Background: an optimization exercise with open tools, aiming at small area and few clock cycles. Do not read the settings as production practice.
At most, simulation tests tie the RTL to the original design; equivalence was not proved.
Power and IR drop assume default switching activity.

==> flow/design.v <==
module ftb_recv (
    input  wire       clk,
    input  wire       rst,
    input  wire       start,
    output wire       ready,
    input  wire       rx_valid,
    input  wire [7:0] rx_data,
    output wire       rx_take,
    output wire       done,
    output reg  [2:0] status,
    output reg  [7:0] plen,
    output wire       pl_valid,
    output wire [7:0] pl_data,
    input  wire       pl_ready
);
    localparam integer N = 252;             
    localparam [7:0] PLAST = N;             
    localparam [7:0] PFIRST = 8'd1;         
    localparam integer TAP = 11;
    localparam [3:0] TAP_LO = TAP + 1;
    localparam [2:0] ST_OK           = 3'd0,
                     ST_TIMED_OUT    = 3'd1,
                     ST_OVERFLOWED   = 3'd2,
                     ST_CRC_MISMATCH = 3'd3;
    reg [7:0]  ring [0:N-1];
    reg        busy;          
    reg [7:0]  cnt;           
    reg        exp_set;       
    reg [7:0]  len;           
    reg [15:0] crc;           
    reg [7:0]  rem;           
    reg [7:0]  tap;           
    reg [7:0]  fpos;          
    reg [7:0]  skid;          
    reg        sk_v;
    reg [15:0] crc_upd;
    integer i;
    always @* begin
        crc_upd = crc ^ {rx_data, 8'h00};
        for (i = 0; i < 8; i = i + 1)
            crc_upd = crc_upd[15] ? ((crc_upd << 1) ^ 16'h1021) : (crc_upd << 1);
    end
    wire       rem_nz  = |rem;
    wire       owed    = rem_nz || sk_v;      
    wire       hdr     = &cnt[7:1];           
    wire       in_pay  = exp_set && !hdr && (cnt < len);
    wire       at_end  = exp_set && !hdr && ({1'b0, cnt} == {1'b0, len} + 9'd2);
    wire       at_last = (cnt == 8'd253);     
    wire       first   = (cnt == 8'd0);
    wire       contig  = first || (fpos == cnt);
    wire       blk     = rem_nz && ((tap == PLAST && sk_v && !pl_ready) || (tap < rem));
    wire       allow   = (at_last || at_end) ? !owed :
                         in_pay ? (contig && !blk) : 1'b1;
    assign rx_take = busy && allow;
    wire   take     = rx_take && rx_valid;
    wire   wr       = take && in_pay;
    wire   fin_take = take && (at_last || (at_end && rx_data == 8'h03));
    wire   fin_to   = busy && !rx_valid && !owed;
    wire   crc_ok   = (crc == 16'h0000);
    wire   new_pay  = fin_take && !at_last && crc_ok && (len != 8'd0);
    assign done     = fin_take || fin_to;
    assign ready    = !busy || done;
    wire [7:0] cur      = rem_nz ? tap : fpos;
    wire       ring_due = rem_nz || new_pay;
    wire       at_tap   = (cur[3:0] == TAP_LO);
    wire       pull     = ring_due && at_tap && (!sk_v || pl_ready);
    reg  [7:0] tapv [0:15];
    integer j;
    always @*
        for (j = 0; j < 16; j = j + 1)
            tapv[j] = ring[16*j + TAP];
    wire [7:0] tap_data = tapv[cur[7:4]];
    assign pl_valid = sk_v || (ring_due && at_tap);
    assign pl_data  = sk_v ? skid : tap_data;
    always @* begin
        plen = len;
        if (!rx_valid)      status = ST_TIMED_OUT;
        else if (at_last)   status = ST_OVERFLOWED;
        else if (crc_ok)    status = ST_OK;
        else                status = ST_CRC_MISMATCH;
    end
    integer k;
    always @(posedge clk) begin
        ring[0] <= wr ? rx_data : ring[N-1];
        for (k = 1; k < N; k = k + 1)
            ring[k] <= ring[k-1];
    end
    always @(posedge clk) begin
        fpos <= (wr && first) ? PFIRST : (fpos == PLAST) ? PFIRST : fpos + 8'd1;
        tap  <= pull ? cur : (cur == PLAST) ? PFIRST : cur + 8'd1;
        if (pull && (sk_v || !pl_ready))
            skid <= tap_data;
        if (take) begin
            cnt <= cnt + 8'd1;
            if (cnt == 8'd254) exp_set <= (rx_data == 8'h02);
            if (cnt == 8'd255) len <= rx_data;
            crc <= hdr ? 16'h0000 : crc_upd;
        end
        if (rst) begin
            busy <= 1'b0;
            rem  <= 8'd0;
            sk_v <= 1'b0;
        end else begin
            if (start && ready) begin
                busy <= 1'b1;
                cnt  <= 8'd254;
            end else if (done) begin
                busy <= 1'b0;
            end
            rem  <= rem_nz ? rem - {7'd0, pull} : new_pay ? len - {7'd0, pull} : 8'd0;
            sk_v <= pull ? (sk_v || !pl_ready) : (sk_v && !pl_ready);
        end
    end
endmodule
clock: 10.0 ns
lec_check: 0
cap_margin: 20
core_margin: 2
core_utilization: 70
slew_margin: 20
standard.sh (not shown) runs the stock make flow with config.mk's settings and CLKGATE_MAP_FILE= SYNTH_SCRIPT=/design/flow/synth_recipe.tcl, a recipe that flattens the netlist after the stock synthesis.
==> flow/flow/run.sh <==
#!/bin/bash
# Standard ORFS layout (standard.sh), with two argument overrides:
#  - clock tree synthesis without dummy loads, with clkbuf_8 leaf buffers
#    driving clusters of up to 18 registers;
#  - the port buffers that global placement inserts use the smallest buffer.
# The make output goes to standard_flow.log; each step's own log is under
# orfs/logs/.
set -euo pipefail
export CTS_ARGS="-sink_clustering_enable -repair_clock_nets -dont_use_dummy_load -buf_list sky130_fd_sc_hd__clkbuf_8 -sink_clustering_size 18 -sink_clustering_max_diameter 60 -sink_buffer_max_cap_derate 1.0"
export BUFFER_PORTS_ARGS="-buffer_cell sky130_fd_sc_hd__buf_1"
bash standard.sh > standard_flow.log 2>&1
Testbench counts at the start, summed over its fixed seeds: cycles 55,728.
Next try:
--- a/flow/design.v
+++ b/flow/design.v
@@ -14,9 +14,7 @@
     input  wire       pl_ready
 );
-    localparam integer N = 252;             
-    localparam [7:0] PLAST = N;             
-    localparam [7:0] PFIRST = 8'd1;         
-    localparam integer TAP = 11;
-    localparam [3:0] TAP_LO = TAP + 1;
+    localparam integer N   = 252;           
+    localparam [7:0]   NM1 = N - 1;
+    localparam [3:0]   TAP = 4'd11;
     localparam [2:0] ST_OK           = 3'd0,
                      ST_TIMED_OUT    = 3'd1,
@@ -41,18 +39,24 @@
             crc_upd = crc_upd[15] ? ((crc_upd << 1) ^ 16'h1021) : (crc_upd << 1);
     end
+    wire [8:0] cnt9    = {1'b0, cnt};
     wire       rem_nz  = |rem;
     wire       owed    = rem_nz || sk_v;      
-    wire       hdr     = &cnt[7:1];           
-    wire       in_pay  = exp_set && !hdr && (cnt < len);
-    wire       at_end  = exp_set && !hdr && ({1'b0, cnt} == {1'b0, len} + 9'd2);
-    wire       at_last = (cnt == 8'd253);     
-    wire       first   = (cnt == 8'd0);
-    wire       contig  = first || (fpos == cnt);
-    wire       blk     = rem_nz && ((tap == PLAST && sk_v && !pl_ready) || (tap < rem));
+    wire       ge2     = |cnt[7:1];
+    wire       in_pay  = exp_set && ge2 && (cnt9 < {1'b0, len} + 9'd2);
+    wire       in_crc  = exp_set && ge2 && (cnt9 < {1'b0, len} + 9'd4);
+    wire       at_end  = exp_set && (cnt9 == {1'b0, len} + 9'd4);
+    wire       at_last = &cnt;
+    wire       wr_pay  = in_pay && (len <= 8'd250);
+    wire       first   = (cnt == 8'd2);
+    wire       contig  = first || ({1'b0, fpos} + 9'd3 == cnt9);
+    wire [7:0] cur;
+    wire       pull;
+    wire       blk     = rem_nz && ((tap == NM1 && !pull) ||
+                                    ({1'b0, tap} + 9'd1 < {1'b0, rem}));
     wire       allow   = (at_last || at_end) ? !owed :
-                         in_pay ? (contig && !blk) : 1'b1;
+                         wr_pay ? (contig && !blk) : 1'b1;
     assign rx_take = busy && allow;
     wire   take     = rx_take && rx_valid;
-    wire   wr       = take && in_pay;
+    wire   wr       = take && wr_pay;
     wire   fin_take = take && (at_last || (at_end && rx_data == 8'h03));
     wire   fin_to   = busy && !rx_valid && !owed;
@@ -61,9 +65,9 @@
     assign done     = fin_take || fin_to;
     assign ready    = !busy || done;
-    wire [7:0] cur      = rem_nz ? tap : fpos;
-    wire       ring_due = rem_nz || new_pay;
-    wire       at_tap   = (cur[3:0] == TAP_LO);
-    wire       pull     = ring_due && at_tap && (!sk_v || pl_ready);
-    reg  [7:0] tapv [0:15];
+    assign cur      = rem_nz ? tap : fpos;
+    wire   ring_due = rem_nz || new_pay;
+    wire   at_tap   = (cur[3:0] == TAP);
+    assign pull     = ring_due && at_tap && (!sk_v || pl_ready);
+    reg [7:0] tapv [0:15];
     integer j;
     always @*
@@ -87,13 +91,13 @@
     end
     always @(posedge clk) begin
-        fpos <= (wr && first) ? PFIRST : (fpos == PLAST) ? PFIRST : fpos + 8'd1;
-        tap  <= pull ? cur : (cur == PLAST) ? PFIRST : cur + 8'd1;
+        fpos <= (wr && first) ? 8'd0 : (fpos == NM1) ? 8'd0 : fpos + 8'd1;
+        tap  <= pull ? cur : (cur == NM1) ? 8'd0 : cur + 8'd1;
         if (pull && (sk_v || !pl_ready))
             skid <= tap_data;
         if (take) begin
             cnt <= cnt + 8'd1;
-            if (cnt == 8'd254) exp_set <= (rx_data == 8'h02);
-            if (cnt == 8'd255) len <= rx_data;
-            crc <= hdr ? 16'h0000 : crc_upd;
+            if (cnt == 8'd0) exp_set <= (rx_data == 8'h02);
+            if (cnt == 8'd1) len <= rx_data;
+            if (in_crc) crc <= crc_upd;
         end
         if (rst) begin
@@ -104,5 +108,6 @@
             if (start && ready) begin
                 busy <= 1'b1;
-                cnt  <= 8'd254;
+                cnt  <= 8'd0;
+                crc  <= 16'h0000;
             end else if (done) begin
                 busy <= 1'b0;
After rerunning: Clock power stays flat. Non-clock buffer count went up by 8. Combinational power climbs to 3.2 times its value. Fmax shrinks by roughly a tenth. Final cell count came out higher by a few percent. Power went up by a few percent. Setup slack gets worse by 1000 ps. Wire length grows by a few percent. Area after synthesis goes up slightly. Sequential share of layout area decreases by 0.86 points. Synthesized cell count rises by a few percent. Clock skew came out higher by 5.4 ps. First-iteration DRC count rises by a few percent. Global-route usage goes up by 0.97 points.
Function not checked in the second run of this note: the RTL went through the layout flow alone.

* * *

== the reference run ==
ftb_recv, a different RTL version from the one above (not shown whole).
For scale: about 2800 cells after synthesis, about 36 I/O pins, ~46000 µm² of cells after synthesis.
==> module ftb_recv, before the edit <==
module ftb_recv (
    input  wire       clk,
    input  wire       rst,
    input  wire       start,
    output wire       ready,
    input  wire       rx_valid,
    input  wire [7:0] rx_data,
    output wire       rx_take,
    output wire       done,
    output reg  [2:0] status,
    output reg  [7:0] plen,
    output wire       pl_valid,
    output wire [7:0] pl_data,
    input  wire       pl_ready
);
    localparam integer N = 252;             
    localparam [7:0] PLAST = N;             
    localparam [7:0] PFIRST = 8'd1;         
    localparam integer TAP = 11;
    localparam [3:0] TAP_LO = TAP + 1;
    localparam [2:0] ST_OK           = 3'd0,
                     ST_TIMED_OUT    = 3'd1,
                     ST_OVERFLOWED   = 3'd2,
                     ST_CRC_MISMATCH = 3'd3;
    reg [7:0]  ring [0:N-1];
    reg        busy;          
    reg [7:0]  cnt;           
    reg        exp_set;       
    reg [7:0]  len;           
    reg [15:0] crc;           
    reg [7:0]  rem;           
    reg [7:0]  tap;           
    reg [7:0]  fpos;          
    reg [7:0]  skid;          
    reg        sk_v;
    reg [15:0] crc_upd;
    integer i;
    always @* begin
        crc_upd = crc ^ {rx_data, 8'h00};
        for (i = 0; i < 8; i = i + 1)
            crc_upd = crc_upd[15] ? ((crc_upd << 1) ^ 16'h1021) : (crc_upd << 1);
    end
    wire       rem_nz  = |rem;
    wire       owed    = rem_nz || sk_v;      
    wire       hdr     = &cnt[7:1];           
    wire       in_pay  = exp_set && !hdr && (cnt < len);
    wire       at_end  = exp_set && !hdr && ({1'b0, cnt} == {1'b0, len} + 9'd2);
    wire       at_last = (cnt == 8'd253);     
    wire       first   = (cnt == 8'd0);
    wire       contig  = first || (fpos == cnt);
    wire       blk     = rem_nz && ((tap == PLAST && sk_v && !pl_ready) || (tap < rem));
    wire       allow   = (at_last || at_end) ? !owed :
                         in_pay ? (contig && !blk) : 1'b1;
    assign rx_take = busy && allow;
    wire   take     = rx_take && rx_valid;
    wire   wr       = take && in_pay;
    wire   fin_take = take && (at_last || (at_end && rx_data == 8'h03));
    wire   fin_to   = busy && !rx_valid && !owed;
    wire   crc_ok   = (crc == 16'h0000);
    wire   new_pay  = fin_take && !at_last && crc_ok && (len != 8'd0);
    assign done     = fin_take || fin_to;
    assign ready    = !busy || done;
    wire [7:0] cur      = rem_nz ? tap : fpos;
    wire       ring_due = rem_nz || new_pay;
    wire       at_tap   = (cur[3:0] == TAP_LO);
    wire       pull     = ring_due && at_tap && (!sk_v || pl_ready);
    reg  [15:0] oh;
    reg  [7:0] tap_data;
    integer j;
    always @* begin
        for (j = 0; j < 16; j = j + 1)
            oh[j] = (cur[7:4] == j);
        tap_data = 8'd0;
        for (j = 0; j < 16; j = j + 1)
            tap_data = tap_data | (ring[16*j + TAP] & {8{oh[j]}});
    end
    assign pl_valid = sk_v || (ring_due && at_tap);
    assign pl_data  = sk_v ? skid : tap_data;
    always @* begin
        plen = len;
        if (!rx_valid)      status = ST_TIMED_OUT;
        else if (at_last)   status = ST_OVERFLOWED;
        else if (crc_ok)    status = ST_OK;
        else                status = ST_CRC_MISMATCH;
    end
    integer k;
    always @(posedge clk) begin
        ring[0] <= wr ? rx_data : ring[N-1];
        for (k = 1; k < N; k = k + 1)
            ring[k] <= ring[k-1];
    end
    always @(posedge clk) begin
        fpos <= (wr && first) ? PFIRST : (fpos == PLAST) ? PFIRST : fpos + 8'd1;
        tap  <= pull ? cur : (cur == PLAST) ? PFIRST : cur + 8'd1;
        if (pull && (sk_v || !pl_ready))
            skid <= tap_data;
        if (take) begin
            cnt <= cnt + 8'd1;
            if (cnt == 8'd254) exp_set <= (rx_data == 8'h02);
            if (cnt == 8'd255) len <= rx_data;
            crc <= hdr ? 16'h0000 : crc_upd;
        end
        if (rst) begin
            busy <= 1'b0;
            rem  <= 8'd0;
            sk_v <= 1'b0;
        end else begin
            if (start && ready) begin
                busy <= 1'b1;
                cnt  <= 8'd254;
            end else if (done) begin
                busy <= 1'b0;
            end
            rem  <= rem_nz ? rem - {7'd0, pull} : new_pay ? len - {7'd0, pull} : 8'd0;
            sk_v <= pull ? (sk_v || !pl_ready) : (sk_v && !pl_ready);
        end
    end
endmodule
export LEC_CHECK = 0
export ABC_AREA = 1
export CAP_MARGIN = 20
export CORE_MARGIN = 2
export CORE_UTILIZATION = 70
export SLEW_MARGIN = 20
create_clock -name core_clock -period 10.0 [get_ports {clk}]
==> flow/flow/run.sh <==
#!/bin/bash
# Standard ORFS layout (standard.sh), with two argument overrides:
#  - clock tree synthesis without dummy loads, with clkbuf_8 leaf buffers
#    driving clusters of up to 19 registers;
#  - the port buffers that global placement inserts use the smallest buffer.
# The make output goes to standard_flow.log; each step's own log is under
# orfs/logs/.
set -euo pipefail
export CTS_ARGS="-sink_clustering_enable -repair_clock_nets -dont_use_dummy_load -buf_list sky130_fd_sc_hd__clkbuf_8 -sink_clustering_size 19 -sink_clustering_max_diameter 60 -sink_buffer_max_cap_derate 1.0"
export BUFFER_PORTS_ARGS="-buffer_cell sky130_fd_sc_hd__buf_1"
bash standard.sh > standard_flow.log 2>&1
Testbench counts of the reference run, summed over its fixed seeds: cycles 55,728.
Modified inputs, the trial run compared to the reference run
--- a/flow/design.v
+++ b/flow/design.v
@@ -47,9 +47,9 @@
     wire       at_end  = exp_set && !hdr && ({1'b0, cnt} == {1'b0, len} + 9'd2);
     wire       at_last = (cnt == 8'd253);     
     wire       first   = (cnt == 8'd0);
     wire       contig  = first || (fpos == cnt);
-    wire       blk     = rem_nz && ((tap == PLAST && sk_v && !pl_ready) || (tap < rem));
+    wire       blk     = rem_nz && (((&tap[7:2]) && sk_v && !pl_ready) || (tap < rem));
     wire       allow   = (at_last || at_end) ? !owed :
                          in_pay ? (contig && !blk) : 1'b1;
     assign rx_take = busy && allow;
     wire   take     = rx_take && rx_valid;
@@ -89,10 +89,10 @@
         for (k = 1; k < N; k = k + 1)
             ring[k] <= ring[k-1];
     end
     always @(posedge clk) begin
-        fpos <= (wr && first) ? PFIRST : (fpos == PLAST) ? PFIRST : fpos + 8'd1;
-        tap  <= pull ? cur : (cur == PLAST) ? PFIRST : cur + 8'd1;
+        fpos <= (wr && first) ? PFIRST : (&fpos[7:2]) ? PFIRST : fpos + 8'd1;
+        tap  <= pull ? cur : (&cur[7:2]) ? PFIRST : cur + 8'd1;
         if (pull && (sk_v || !pl_ready))
             skid <= tap_data;
         if (take) begin
             cnt <= cnt + 8'd1;
--- outcome ---
Changes observed in the trial run relative to the reference run: total non-filler cell area in the finished layout flat, share of total power in sequential cells down 1.7 points, critical path depth flat. The reference run -> the trial run: global-route wire length before repair increased slightly. Worst slack at placement: the trial run worse than the reference run. On multi-input gate share of total cell area, the trial run tracks the reference run almost exactly. Compared with the reference run, in the trial run global-route usage up 0.42 points, combinational share of power up 2.5 points, proportion of cell area spent on the clock network flat, clock share of power down 0.7 points, global placer's final weighted congestion down about 1.2%. Area added between synthesis and finish across the trial run and the reference run: no real change. According to the power report, total power for the trial run is higher than for the reference run. Final worst slack, the trial run and the reference run: smaller value in the trial run.
Testbench counts of the trial run, summed over its fixed seeds: cycles 55,728.

static timing again, ports no longer ideal:
The flow's constraints put no driver on any port. The routed layouts listed below were extracted and timed again, unchanged, in two steps. Step 1, drivers: a clkbuf_16 drives clk and a buf_2 each remaining input, both assumed. Step 2 moves the port delays by t, midway between the first and last clock arrival at a register: inputs arrive t later, outputs are due t later. That takes back most of the time a late clock gives input paths. Three values: ideal ports, drivers, drivers and shift; two values: the first two.
| run | shift t [ns] | setup WS [ns] | latest minus earliest clock arrival (ns) | slew at the worst register clock pin (ns) |
|---|---|---|---|---|
| the first run of note 1 | 0.818 | 3.313 / 3.250 / 3.709 | 0.100 / 0.100 | 0.12 / 0.12 |
| the second run of note 1 | 0.808 | 2.283 / 2.228 / 3.036 | 0.100 / 0.100 | 0.11 / 0.11 |
| the reference run | 0.764 | 4.188 / 4.158 / 4.158 | 0.118 / 0.118 | 0.12 / 0.12 |
| the trial run | 0.777 | 3.890 / 3.789 / 3.789 | 0.112 / 0.112 | 0.12 / 0.12 |
After both steps every run listed still meets setup and hold. The setup slack of the trial run, which loses most, moves by -0.101 ns with the drivers and by -0.101 ns with both steps.
